This is an optimization exercise on Yosys and OpenROAD, whose aim is small area, a short achievable clock period and few clock cycles, not a production implementation.
In this exercise RTL edits were held to simulation tests only and were not proved equivalent to the original.

==> run a: inputs <==
## pic32bl_frontend
module pic32bl_frontend (
    input  wire        clk,
    input  wire        rst,             
    input  wire        in_valid,
    input  wire [7:0]  in_byte,
    output wire        in_ready,
    output reg         ev_valid,
    output reg  [3:0]  ev_kind,
    output reg  [31:0] ev_arg,
    output reg  [31:0] ev_data,
    output wire        idle,
    output wire [3:0]  st_state,
    output wire [15:0] st_crc,
    output wire [2:0]  st_cmd_len,
    output wire [39:0] st_cmd_buf,
    output wire        st_cmd_ovf,
    output wire [5:0]  st_line_len,
    output wire        st_line_ovf,
    output wire [31:0] st_hex_base,
    output wire [3:0]  st_resp_len,
    output wire [3:0]  st_resp_cursor,
    output wire [3:0]  st_hex_status,
    output wire [3:0]  st_fault_flags
);
==> flow/config.mk <==
export PLATFORM = sky130hd
export DESIGN_NAME = pic32bl_frontend
export DESIGN_NICKNAME = pic32bl_frontend
export VERILOG_FILES = /design/flow/design.v
export SDC_FILE = /design/flow/constraint.sdc
export NUM_CORES = 4
export LEC_CHECK = 0
export CAP_MARGIN = 20
export CORE_MARGIN = 2
export CORE_UTILIZATION = 40
export CTS_CLUSTER_DIAMETER = 100
export CTS_CLUSTER_SIZE = 20
export SLEW_MARGIN = 20
export SYNTH_HIERARCHICAL = 1
export SYNTH_MINIMUM_KEEP_SIZE = 0
export TNS_END_PERCENT = 0
==> flow/constraint.sdc <==
create_clock -name core_clock -period 24.0 [get_ports {clk}]
set_input_delay 4.8000 -clock core_clock [delete_from_list [all_inputs] [get_ports {clk}]]
set_output_delay 4.8000 -clock core_clock [all_outputs]
set_load 0.01 [all_outputs]
standard.sh (not shown) runs the stock make flow with config.mk's settings and CLKGATE_MAP_FILE= SYNTH_SCRIPT=/design/flow/synth_recipe.tcl, a recipe that flattens the netlist after the stock synthesis.
==> flow/flow/run.sh <==
#!/bin/bash
set -euo pipefail
export BUFFER_PORTS_ARGS="-buffer_cell sky130_fd_sc_hd__buf_1"
export SETUP_SLACK_MARGIN=18.3
bash standard.sh > standard_flow.log 2>&1
==> run b: changes against run a <==
--- a/flow/design.v
+++ b/flow/design.v
@@ -80,18 +80,18 @@
     reg [15:0]  hb;                
     reg [3:0]   resp_len;
     reg [3:0]   resp_cursor;
     reg [2:0]   hex_status;
     reg [3:0]   fault_flags;
-    reg [7:0]   bbuf [0:15];
+    reg [7:0]   bbuf [4:15];
     reg [3:0]   nib;               
     reg         dig_ok;            
     reg [7:0]   sum;               
     reg [4:0]   len5;              
     reg         len_big;           
     reg [1:0]   typ;               
-    reg [15:0]  r16;               
+    wire [15:0] r16 = ev_arg[31:16];
     reg [1:0]   pst;
     reg         is_rx;
     reg [7:0]   pay_left;
     reg [3:0]   enc_len;
     reg         enc_ovf;
@@ -99,11 +99,11 @@
     reg [1:0]   em;
     reg [2:0]   chunk;
     assign st_state       = state;
     assign st_crc         = crc;
     assign st_cmd_len     = cmd_len;
-    assign st_cmd_buf     = {bbuf[3], bbuf[2], bbuf[1], bbuf[0], 8'h01};
+    assign st_cmd_buf     = {ev_data[31:8], ev_arg[15:8], 8'h01};
     assign st_cmd_ovf     = cmd_ovf;
     assign st_line_len    = line_len;
     assign st_line_ovf    = line_ovf;
     assign st_hex_base    = {hb, 16'h0000};
     assign st_resp_len    = resp_len;
@@ -141,11 +141,11 @@
     reg  [4:0]  pw_idx;
     integer j;
     always @* begin
         for (j = 0; j < 4; j = j + 1) begin
             pw_idx = {chunk[1:0], 2'b00} + j;
-            pw_data[8*j +: 8] = (pw_idx < len5) ? bbuf[pw_idx[3:0]] : 8'hFF;
+            pw_data[8*j +: 8] = (pw_idx < len5 && chunk[1:0] != 2'd0) ? bbuf[pw_idx[3:0]] : 8'hFF;
         end
     end
     reg [7:0] tx_b;
     always @* begin
         if (resp_cursor == resp_len - 4'd1)      tx_b = 8'h04;
@@ -187,21 +187,20 @@
     wire wr_line  = line_add && !line_full && line_len[0];
     wire cmd_add  = do_rx && ((st_rc && !(b_03 && cmd_len == 3'd1) && !b_10 && !(b_04 && cmd_full)) ||
                              st_rce);
     wire wr_cmd   = cmd_add && !cmd_full;
     wire wr_resp  = pay_go && legal_enc && pay_fits;
-    wire [7:0] wdata = wr_line ? line_byte : (esc_step ? 8'h10 : sb);
+    wire [7:0] wdata = wr_line ? (line_k == 5'd0 ? 8'hFF : line_byte) : (esc_step ? 8'h10 : sb);
     reg  [15:0] we;
     integer i;
     always @* begin
         for (i = 0; i < 16; i = i + 1)
-            we[i] = (wr_line && line_k == i + 4) ||
-                    (i < 4 && wr_cmd && cmd_len == i + 1) ||
+            we[i] = (i >= 4 && wr_line && line_k == i + 4) ||
                     (i >= 4 && i < 10 && wr_resp && enc_len + 4'd3 == i);
     end
     always @(posedge clk) begin
-        for (i = 0; i < 16; i = i + 1)
+        for (i = 4; i < 16; i = i + 1)
             if (we[i]) bbuf[i] <= wdata;
     end
     reg        e_v;
     reg [3:0]  e_kind;
     reg [7:0]  e_code;
@@ -291,11 +290,11 @@
                         n_hb = 16'h0000; n_line_len = 6'd0; n_line_ovf = 1'b0;
                         n_state = WFH;
                         e_v = 1'b1; e_kind = EV_HEX_ENTER;
                     end else if (b_04 && !cmd_full) begin
                         e_v = 1'b1; e_kind = EV_CMD_READY; e_len = 1'b1;
-                        e_code = (cmd_len == 3'd1) ? 8'h04 : bbuf[0];
+                        e_code = (cmd_len == 3'd1) ? 8'h04 : ev_arg[15:8];
                     end else if (b_04) begin
                         n_ff[0] = 1'b1; e_v = 1'b1; e_kind = EV_FAULT; e_code = 8'd7;
                         n_state = WFC; n_crc = 16'h0000; n_cmd_len = 3'd0; n_cmd_ovf = 1'b0;
                     end else if (b_10) begin
                         n_state = RCE;
@@ -337,11 +336,11 @@
                                 end
                                 2'd2: if (len5 < 5'd2) begin
                                     n_hex_status = 3'd6;
                                     e_v = 1'b1; e_kind = EV_REC_DISCARD; e_code = 8'd6;
                                 end else begin
-                                    n_hb = {bbuf[0], bbuf[1]};
+                                    n_hb = {ev_data[7:0], ev_data[15:8]};
                                     n_hex_status = 3'd0;
                                     e_v = 1'b1; e_kind = EV_BASE_SET; e_asel = A_BASE;
                                     n_em = E_RECOK4;
                                 end
                                 2'd1: begin
@@ -439,18 +438,10 @@
                     typ <= (line_byte == 8'h00) ? 2'd0 :
                            (line_byte == 8'h01) ? 2'd1 :
                            (line_byte == 8'h04) ? 2'd2 : 2'd3;
             end
         end
-        if (line_add && !line_full && line_len[0] && line_k == 5'd1)
-            r16[15:8] <= line_byte;
-        else if (line_add && !line_full && line_len[0] && line_k == 5'd2)
-            r16[7:0] <= line_byte;
-        else if (do_cnt && legal_enc)
-            r16 <= 16'h0000;
-        else if (do_pay && legal_enc)
-            r16 <= crc_in;
         if (do_cnt) begin
             pay_left <= sb;
             enc_ovf  <= 1'b0;
             enc_len  <= 4'd1;
             esc      <= 1'b0;
@@ -467,11 +458,31 @@
         end
         ev_kind <= e_kind;
         case (e_asel)
             A_PW0:   ev_arg <= {hb, r16};
             A_PWN:   ev_arg <= ev_arg + 32'd4;
-            A_BASE:  ev_arg <= {bbuf[0], bbuf[1], 16'h0000};
-            default: ev_arg <= {24'h0, e_code};
+            A_BASE:  ev_arg <= {ev_data[7:0], ev_data[15:8], 16'h0000};
+            default: begin
+                ev_arg[7:0] <= e_code;
+                if (wr_cmd && cmd_len == 3'd1)
+                    ev_arg[15:8] <= sb;
+                if (wr_line && line_k == 5'd1)
+                    ev_arg[31:24] <= line_byte;
+                else if (wr_line && line_k == 5'd2)
+                    ev_arg[23:16] <= line_byte;
+                else if (do_cnt && legal_enc)
+                    ev_arg[31:16] <= 16'h0000;
+                else if (do_pay && legal_enc)
+                    ev_arg[31:16] <= crc_in;
+            end
         endcase
-        ev_data <= e_len ? {29'h0, cmd_len + 3'd1} : pw_data;
+        for (i = 0; i < 4; i = i + 1) begin
+            if (e_asel == A_PWN)
+                ev_data[8*i +: 8] <= pw_data[8*i +: 8];
+            else if (i == 0 && e_len)
+                ev_data[7:0] <= {5'd0, cmd_len + 3'd1};
+            else if ((wr_line && (line_k == 5'd0 || (line_k == i + 4 && i < len5))) ||
+                     (i > 0 && wr_cmd && cmd_len == i + 1))
+                ev_data[8*i +: 8] <= wdata;
+        end
     end
 endmodule
Settings changed: SYNTH_MINIMUM_KEEP_SIZE 0 to 100.
==> run c: changes against run a <==
--- a/flow/design.v
+++ b/flow/design.v
@@ -7,20 +7,10 @@
     wire is_alp = (c[7:6] == 2'b01) && (c[4:3] == 2'b00) && (c[2:0] != 3'd0) &&
                   (c[2:0] != 3'd7);
     assign valid = is_num || is_alp;
     assign value = is_alp ? (c[3:0] + 4'd9) : c[3:0];
 endmodule
-module pic32bl_rstgate (
-    input  wire        rst,
-    input  wire [71:0] d0,
-    output wire [71:0] q0,
-    input  wire [1:0]  d1,
-    output wire [1:0]  q1
-);
-    assign q0 = rst ? 72'd0 : d0;
-    assign q1 = rst ? 2'b11 : d1;
-endmodule
 module pic32bl_frontend (
     input  wire        clk,
     input  wire        rst,             
     input  wire        in_valid,
     input  wire [7:0]  in_byte,
@@ -66,13 +56,12 @@
             crc_update = a;
         end
     endfunction
     reg        sv, kv;             
     reg  [7:0] sb, kb;             
-    reg        rdy_q, idle_q;      
-    assign in_ready = rdy_q;
-    wire accept = in_valid && rdy_q;
+    assign in_ready = !kv;
+    wire accept = in_valid && !kv;
     reg [3:0]   state;
     reg [15:0]  crc;
     reg [2:0]   cmd_len;
     reg         cmd_ovf;
     reg [5:0]   line_len;
@@ -93,11 +82,10 @@
     reg [1:0]   pst;
     reg         is_rx;
     reg [7:0]   pay_left;
     reg [3:0]   enc_len;
     reg         enc_ovf;
-    reg         esc;               
     reg [1:0]   em;
     reg [2:0]   chunk;
     assign st_state       = state;
     assign st_crc         = crc;
     assign st_cmd_len     = cmd_len;
@@ -108,11 +96,11 @@
     assign st_hex_base    = {hb, 16'h0000};
     assign st_resp_len    = resp_len;
     assign st_resp_cursor = resp_cursor;
     assign st_hex_status  = {1'b0, hex_status};
     assign st_fault_flags = fault_flags;
-    assign idle = idle_q;
+    assign idle = !sv && !kv && (pst == P_OP) && (em == E_NONE);
     wire       hx_ok;
     wire [3:0] hx_val;
     pic32bl_hexdec u_hex (.c(sb), .valid(hx_ok), .value(hx_val));
     wire [7:0] line_byte = {nib, hx_val};
     wire [4:0] line_k    = line_len[5:1];         
@@ -129,11 +117,11 @@
     wire b_04 = (sb == 8'h04);
     wire b_0a = (sb == 8'h0A);
     wire b_10 = (sb == 8'h10);
     wire b_3a = (sb == 8'h3A);
     wire special = b_01 || b_04 || b_10;
-    wire [3:0] enc_next = enc_len + ((special && !esc) ? 4'd2 : 4'd1);
+    wire [3:0] enc_next = enc_len + (special ? 4'd2 : 4'd1);
     wire       pay_fits = !enc_ovf && (enc_next <= 4'd7);
     wire [15:0] crc_in  = crc_update((pst == P_PAY) ? r16 : crc, sb);
     wire line_full = (line_len == 6'd44);
     wire cmd_full  = (cmd_len == 3'd5);
     wire [2:0]  n_chunks = (len5 + 5'd3) >> 2;
@@ -177,32 +165,32 @@
     wire go    = sv && !((em != E_NONE) && !quiet);
     wire do_op  = go && (pst == P_OP);
     wire do_crc = go && (pst == P_ARG) && !is_rx;
     wire do_rx  = go && (pst == P_ARG) && is_rx;
     wire do_cnt = go && (pst == P_CNT);
-    wire pay_go = go && (pst == P_PAY);
-    wire esc_step = pay_go && legal_enc && pay_fits && special && !esc;
-    wire do_pay = pay_go && !esc_step;
+    wire do_pay = go && (pst == P_PAY);
     wire pay_last = (pay_left == 8'd1);
     wire line_add = do_rx && ((st_rh && !b_0a && !b_10) || st_rhe);
     wire wr_line  = line_add && !line_full && line_len[0];
     wire cmd_add  = do_rx && ((st_rc && !(b_03 && cmd_len == 3'd1) && !b_10 && !(b_04 && cmd_full)) ||
                              st_rce);
     wire wr_cmd   = cmd_add && !cmd_full;
-    wire wr_resp  = pay_go && legal_enc && pay_fits;
-    wire [7:0] wdata = wr_line ? line_byte : (esc_step ? 8'h10 : sb);
-    reg  [15:0] we;
+    wire wr_resp  = do_pay && legal_enc && pay_fits;
     integer i;
-    always @* begin
-        for (i = 0; i < 16; i = i + 1)
-            we[i] = (wr_line && line_k == i + 4) ||
-                    (i < 4 && wr_cmd && cmd_len == i + 1) ||
-                    (i >= 4 && i < 10 && wr_resp && enc_len + 4'd3 == i);
-    end
     always @(posedge clk) begin
-        for (i = 0; i < 16; i = i + 1)
-            if (we[i]) bbuf[i] <= wdata;
+        for (i = 0; i < 16; i = i + 1) begin
+            if (wr_line && line_k == i + 4)
+                bbuf[i] <= line_byte;
+            if (i < 4 && wr_cmd && cmd_len == i + 1)
+                bbuf[i] <= sb;
+            if (i >= 4 && i < 10 && wr_resp) begin
+                if (enc_len + 4'd3 == i)
+                    bbuf[i] <= special ? 8'h10 : sb;
+                if (special && enc_len + 4'd4 == i)
+                    bbuf[i] <= sb;
+            end
+        end
     end
     reg        e_v;
     reg [3:0]  e_kind;
     reg [7:0]  e_code;
     reg [2:0]  e_asel;
@@ -394,32 +382,57 @@
                 n_resp_len = enc_next + 4'd3; n_resp_cursor = 4'd0; n_crc = crc_in;
                 n_state = SENDING;
             end
         end
     end
-    wire take  = !sv || (go && !esc_step);            
-    wire n_sv  = take ? (kv || accept) : 1'b1;
-    wire n_kv  = take ? 1'b0 : (kv || accept);
-    wire n_idle = !n_sv && !n_kv && (n_pst == P_OP) && (n_em == E_NONE);
-    localparam integer NR0 = 1 + 1 + 4 + 16 + 3 + 1 + 6 + 1 + 16 + 4 + 4 + 3 + 4 + 2 + 2 + 3 + 1;
-    wire [NR0-1:0] r0_d = {n_sv, n_kv, n_state, n_crc, n_cmd_len, n_cmd_ovf, n_line_len,
-                           n_line_ovf, n_hb, n_resp_len, n_resp_cursor, n_hex_status, n_ff,
-                           n_pst, n_em, n_chunk, e_v};
-    wire [NR0-1:0] r0_q;
-    wire [1:0]     r1_q;
-    pic32bl_rstgate u_rst (
-        .rst(rst), .d0(r0_d), .q0(r0_q), .d1({!n_kv, n_idle}), .q1(r1_q)
-    );
     always @(posedge clk) begin
-        {sv, kv, state, crc, cmd_len, cmd_ovf, line_len, line_ovf, hb, resp_len, resp_cursor,
-         hex_status, fault_flags, pst, em, chunk, ev_valid} <= r0_q;
-        {rdy_q, idle_q} <= r1_q;
+        if (rst) begin
+            sv          <= 1'b0;
+            kv          <= 1'b0;
+            state       <= WFC;
+            crc         <= 16'h0000;
+            cmd_len     <= 3'd0;
+            cmd_ovf     <= 1'b0;
+            line_len    <= 6'd0;
+            line_ovf    <= 1'b0;
+            hb          <= 16'h0000;
+            resp_len    <= 4'd0;
+            resp_cursor <= 4'd0;
+            hex_status  <= 3'd0;
+            fault_flags <= 4'd0;
+            pst         <= P_OP;
+            em          <= E_NONE;
+            chunk       <= 3'd0;
+            ev_valid    <= 1'b0;
+        end else begin
+            if (!sv || go) begin
+                sv <= kv || accept;
+                kv <= 1'b0;
+            end else if (accept) begin
+                kv <= 1'b1;
+            end
+            state       <= n_state;
+            crc         <= n_crc;
+            cmd_len     <= n_cmd_len;
+            cmd_ovf     <= n_cmd_ovf;
+            line_len    <= n_line_len;
+            line_ovf    <= n_line_ovf;
+            hb          <= n_hb;
+            resp_len    <= n_resp_len;
+            resp_cursor <= n_resp_cursor;
+            hex_status  <= n_hex_status;
+            fault_flags <= n_ff;
+            pst         <= n_pst;
+            em          <= n_em;
+            chunk       <= n_chunk;
+            ev_valid    <= e_v;
+        end
     end
     always @(posedge clk) begin
-        if (take)
+        if (!sv || go)
             sb <= kv ? kb : in_byte;
-        if (!kv)
+        if (accept)
             kb <= in_byte;
         if (do_op)
             is_rx <= (sb == OP_RX_BYTE);
         if (do_rx && st_wfh && b_3a) begin
             dig_ok <= 1'b1;
@@ -451,20 +464,14 @@
             r16 <= crc_in;
         if (do_cnt) begin
             pay_left <= sb;
             enc_ovf  <= 1'b0;
             enc_len  <= 4'd1;
-            esc      <= 1'b0;
-        end
-        if (esc_step) begin
-            enc_len <= enc_len + 4'd1;
-            esc     <= 1'b1;
         end
         if (do_pay) begin
             pay_left <= pay_left - 8'd1;
-            esc      <= 1'b0;
-            if (pay_fits) enc_len <= enc_len + 4'd1;
+            if (pay_fits) enc_len <= enc_next;
             else          enc_ovf <= 1'b1;
         end
         ev_kind <= e_kind;
         case (e_asel)
             A_PW0:   ev_arg <= {hb, r16};
==> flow/run.sh (new file) <==
#!/bin/bash
# synth_recipe.tcl (not shown) runs the flow's synth.tcl, then flattens the netlist and writes it again
# the make line also repeats each setting of config.mk as NAME=value (left out here)
make -C /OpenROAD-flow-scripts/flow DESIGN_CONFIG=/design/flow/config.mk WORK_HOME=/design/flow/orfs CLKGATE_MAP_FILE= SYNTH_SCRIPT=/design/flow/synth_recipe.tcl finish
Settings changed: CTS_CLUSTER_DIAMETER 100 to default, CTS_CLUSTER_SIZE 20 to default, SYNTH_HIERARCHICAL 1 to default, SYNTH_MINIMUM_KEEP_SIZE 0 to default, TNS_END_PERCENT 0 to default.
removed: flow/flow/run.sh
removed: flow/standard.sh
==> results.cfg <==
[floorplan]
die-area_mm2 = 0.0437

[sta]
final.setup.worst_slack_ns = 17.93
holdWs_ns = 0.457

[power_and_ir_drop]
switching_share_pct = 24.5
combPwrFrac_pct = 5.9

[outcome]
status = finished clean

[cells_and_area]
largest_reg_flops = 96
final_cells = 2432

[synthesis]
yosys_warnings = 72
-- figures above: run b

==> results.cfg <==
[outcome]
status = finished clean

[sta]
holdWs_ns = 0.477
final.setup.worst_slack_ns = 16.80

[power_and_ir_drop]
combPwrFrac_pct = 4.2

[global_route]
track_usage_pct = 28.6

[cells_and_area]
largest_reg_flops = 128
final_cells = 2796
-- figures above: run c

==> results.cfg <==
[outcome]
status = finished clean

[cts]
clock_path_buffers = 3

[cells_and_area]
final_cells = 2551

[synthesis]
yosys_warnings = 8

[power_and_ir_drop]
combPwrFrac_pct = 6.5
p_int_uw = 814
switching_share_pct = 24.0

[global_route]
grt.busiest_layer = met2

[floorplan]
die-area_mm2 = 0.0463

[placed_design]
io_buffers = 175
-- figures above: run a

Testbench counts of run a, summed over its fixed seeds: cycles 30,644.
Testbench counts of run b, summed over its fixed seeds: cycles 30,644.
Testbench counts of run c, summed over its fixed seeds: cycles 30,612.

-- re-timing with driven ports --
How much do the figures lean on ideal ports? The routed layouts below were timed once more, with nothing changed but the port constraints.
Step 1: set_driving_cell puts a clkbuf_16 on clk and a buf_2 on each other input, an assumption about the parent block.
Step 2 times the ports against the registers' clock, not the clock port: input delays grow and output delays shrink by t, the midpoint of the rising clock arrivals with the driver on.
Three values: ideal ports, drivers, drivers and shift; two values: the first two.
run | shift t [ns] | setup WS [ns] | worst hold slack (ns) | worst setup path after step 2 | pins driven straight from the clock port
run a | 0.603 | 17.996 / 17.941 / 17.961 | 0.480 / 0.480 / 0.480 | input to register | 1
run b | 0.588 | 17.928 / 17.875 / 17.469 | 0.457 / 0.457 / 0.457 | input to register | 1
run c | 0.623 | 16.804 / 16.746 / 16.485 | 0.477 / 0.477 / 0.477 | input to register | 1
After both steps every run listed still meets setup and hold. For run b, which loses most, drivers alone change the setup slack by -0.053 ns; drivers and shift together by -0.459 ns.
